Background: an optimization exercise with open tools, aiming at small area, a short achievable clock period and few clock cycles per item. Do not read the settings as production practice.
Where RTL was checked, it was by simulation tests only, not by an equivalence proof against the original.
Power figures rest on the tool's default switching activity, not on a simulated workload.

// lz77_block_encoder
module lz77_block_encoder (
    input  wire        clk,
    input  wire        rst,         
    input  wire        in_valid,
    output wire        in_ready,
    input  wire [7:0]  in_data,
    input  wire        in_last,
    output wire        tok_valid,
    input  wire        tok_ready,
    output wire        tok_match,   
    output wire [7:0]  tok_value,   
    output wire [11:0] tok_dist,    
    output wire        tok_last     
);
==> flow/config.mk <==
export PLATFORM = sky130hd
export DESIGN_NAME = lz77_block_encoder
export DESIGN_NICKNAME = lz77_block_encoder
export VERILOG_FILES = /design/flow/design.v
export SDC_FILE = /design/flow/constraint.sdc
export NUM_CORES = 4
export LEC_CHECK = 0
export CAP_MARGIN = 20
export CORE_MARGIN = 2
export CORE_UTILIZATION = 40
export SLEW_MARGIN = 20
==> flow/constraint.sdc <==
create_clock -name core_clock -period 10.0 [get_ports {clk}]
set_input_delay 2.0000 -clock core_clock [delete_from_list [all_inputs] [get_ports {clk}]]
set_output_delay 2.0000 -clock core_clock [all_outputs]
set_load 0.01 [all_outputs]
standard.sh (not shown) runs the stock make flow with config.mk's settings and CLKGATE_MAP_FILE= SYNTH_SCRIPT=/design/flow/synth_recipe.tcl, a recipe that flattens the netlist after the stock synthesis.
==> flow/flow/run.sh <==
#!/bin/bash
# Standard ORFS layout, with timing repair aiming for extra setup slack.
set -euo pipefail
bash standard.sh SETUP_SLACK_MARGIN=6.5 finish > standard.log 2>&1
The first run produced a clean layout.
Testbench counts at the start, summed over its fixed seeds: cycles 43,498, bytes 43,472.
Rerun with:
==> flow/run.sh (new file) <==
#!/bin/bash
# synth_recipe.tcl (not shown) runs the flow's synth.tcl, then flattens the netlist and writes it again
# the make line also repeats each setting of config.mk as NAME=value (left out here)
make -C /OpenROAD-flow-scripts/flow DESIGN_CONFIG=/design/flow/config.mk WORK_HOME=/design/flow/orfs CLKGATE_MAP_FILE= SYNTH_SCRIPT=/design/flow/synth_recipe.tcl finish
removed: flow/flow/run.sh
removed: flow/standard.sh
After rerunning:
- sequential share of layout area climbs by 4.0 points
- utilization drops by 3.2 points
- count of clock-buffer cells in the layout climbs by 7
- worst setup slack got worse by 1900 ps
- register-to-register slack got worse by 1900 ps


job 101:
Another version of the RTL of lz77_block_encoder (not shown whole).
For scale: roughly 1500 flip-flops, ~37 I/O pins.
export LEC_CHECK = 0
export ABC_AREA = 1
export CAP_MARGIN = 20
export CORE_MARGIN = 2
export CORE_UTILIZATION = 65
export CTS_BUF_LIST = sky130_fd_sc_hd__clkbuf_16
export CTS_CLUSTER_DIAMETER = 100
export CTS_CLUSTER_SIZE = 28
export SLEW_MARGIN = 20
create_clock -name core_clock -period 10.0 [get_ports {clk}]
==> flow/flow/run.sh <==
#!/bin/bash
# Standard ORFS layout, with timing repair aiming for extra setup slack.
set -euo pipefail
bash standard.sh SETUP_SLACK_MARGIN=6.5 finish > standard.log 2>&1
Job 101 did not stop at any stage, and its layout met the timing, DRC and antenna checks.
Testbench counts of job 101, summed over its fixed seeds: cycles 43,506, bytes 43,472.
--- input diff job 101..job 102 ---
diff --git a/flow/config.mk b/flow/config.mk
--- a/flow/config.mk
+++ b/flow/config.mk
@@ -11,5 +11,5 @@
 export CORE_UTILIZATION = 65
-export CTS_BUF_LIST = sky130_fd_sc_hd__clkbuf_16
-export CTS_CLUSTER_DIAMETER = 100
-export CTS_CLUSTER_SIZE = 28
+export CTS_BUF_LIST = sky130_fd_sc_hd__clkbuf_8
+export CTS_CLUSTER_DIAMETER = 60
+export CTS_CLUSTER_SIZE = 16
 export SLEW_MARGIN = 20
--- outcome ---
Re total non-filler cell area in the finished layout: job 102 is about 0.64% up on job 101. From job 101 to job 102 the numbers moved as follows: met1 wire length went up by about 0.9%; switching portion of total power +0.29 points. Via count in job 102 is 1.4% higher than in job 101.


Another version of the RTL of lz77_block_encoder (not shown whole).
For scale: about 1,500 flip-flops, about 37 I/O pins.
Design lz77_block_encoder, start of the top module:
module lz77_block_encoder (
    input  wire        clk,
    input  wire        rst,         
    input  wire        in_valid,
    output wire        in_ready,
    input  wire [7:0]  in_data,
    input  wire        in_last,
    output wire        tok_valid,
    input  wire        tok_ready,
    output wire        tok_match,   
    output wire [7:0]  tok_value,   
    output wire [11:0] tok_dist,    
    output wire        tok_last     
);
export LEC_CHECK = 0
export ABC_AREA = 1
export CAP_MARGIN = 20
export CORE_MARGIN = 2
export CORE_UTILIZATION = 65
export SLEW_MARGIN = 20
create_clock -name core_clock -period 10.0 [get_ports {clk}]
==> flow/flow/run.sh <==
#!/bin/bash
# Standard ORFS layout (the standard.sh) with two changes to how it is
# made: timing repair aims for extra setup slack, and the clock tree uses
# clkbuf_16 for its root and trunk and clkbuf_8 for its leaves.
set -euo pipefail
CTS="-sink_clustering_enable -repair_clock_nets -buf_list sky130_fd_sc_hd__clkbuf_8 -root_buf sky130_fd_sc_hd__clkbuf_16 -tree_buf sky130_fd_sc_hd__clkbuf_16 -sink_clustering_size 14 -sink_clustering_max_diameter 50"
bash standard.sh SETUP_SLACK_MARGIN=6.85 "CTS_ARGS=$CTS" finish > standard.log 2>&1
The first run completed with no timing, DRC or antenna violations.
==> next run, changes <==
--- a/flow/flow/run.sh
+++ b/flow/flow/run.sh
@@ -6,2 +6,2 @@
 CTS="-sink_clustering_enable -repair_clock_nets -buf_list sky130_fd_sc_hd__clkbuf_8 -root_buf sky130_fd_sc_hd__clkbuf_16 -tree_buf sky130_fd_sc_hd__clkbuf_16 -sink_clustering_size 14 -sink_clustering_max_diameter 50"
-bash standard.sh SETUP_SLACK_MARGIN=6.85 "CTS_ARGS=$CTS" finish > standard.log 2>&1
+bash standard.sh SETUP_SLACK_MARGIN=6.7 "CTS_ARGS=$CTS" finish > standard.log 2>&1
Result: Final area stays flat. Hold slack is better by 0.0058 ns. Routed wire length barely changes. Cell count is about the same. Global-route usage is about the same. Setup slack gets worse by 0.068 ns.
No functional check of the RTL was part of any run of this note.

## port drivers added, routing unchanged
The flow's constraints put no driver on any port. The routed layouts listed below were extracted and timed again, unchanged, in two steps. Step 1 assumes that a clkbuf_16 drives the clock port and a buf_2 every other input. Step 2 adds t to the input delays and takes it off the output delays; t is the mean of the earliest and latest rising clock arrival at the registers after step 1. Input paths then give back, and output paths get back, about the clock's delay inside the block. Three values: ideal, step 1, step 2; two values: the first two.
run	t, ns	setup slack, ns	worst setup path after step 2	slew at the worst register clock pin (ns)
the first run of note 1	0.841	5.763 / 5.763 / 5.763	register to register	0.07 / 0.07
the second run of note 1	0.849	3.893 / 3.893 / 3.893	register to register	0.07 / 0.07
job 101	0.792	6.471 / 6.471 / 6.066	input to register	0.12 / 0.12
job 102	0.873	6.467 / 6.467 / 6.057	input to register	0.11 / 0.11
the first run of note 3	0.805	6.820 / 6.737 / 6.167	input to register	0.10 / 0.10
the second run of note 3	0.805	6.752 / 6.672 / 6.091	input to register	0.09 / 0.09
After both steps setup and hold are still met in every run listed. The setup slack of the second run of note 3, which loses most, moves by -0.080 ns with the drivers and by -0.661 ns with both steps.
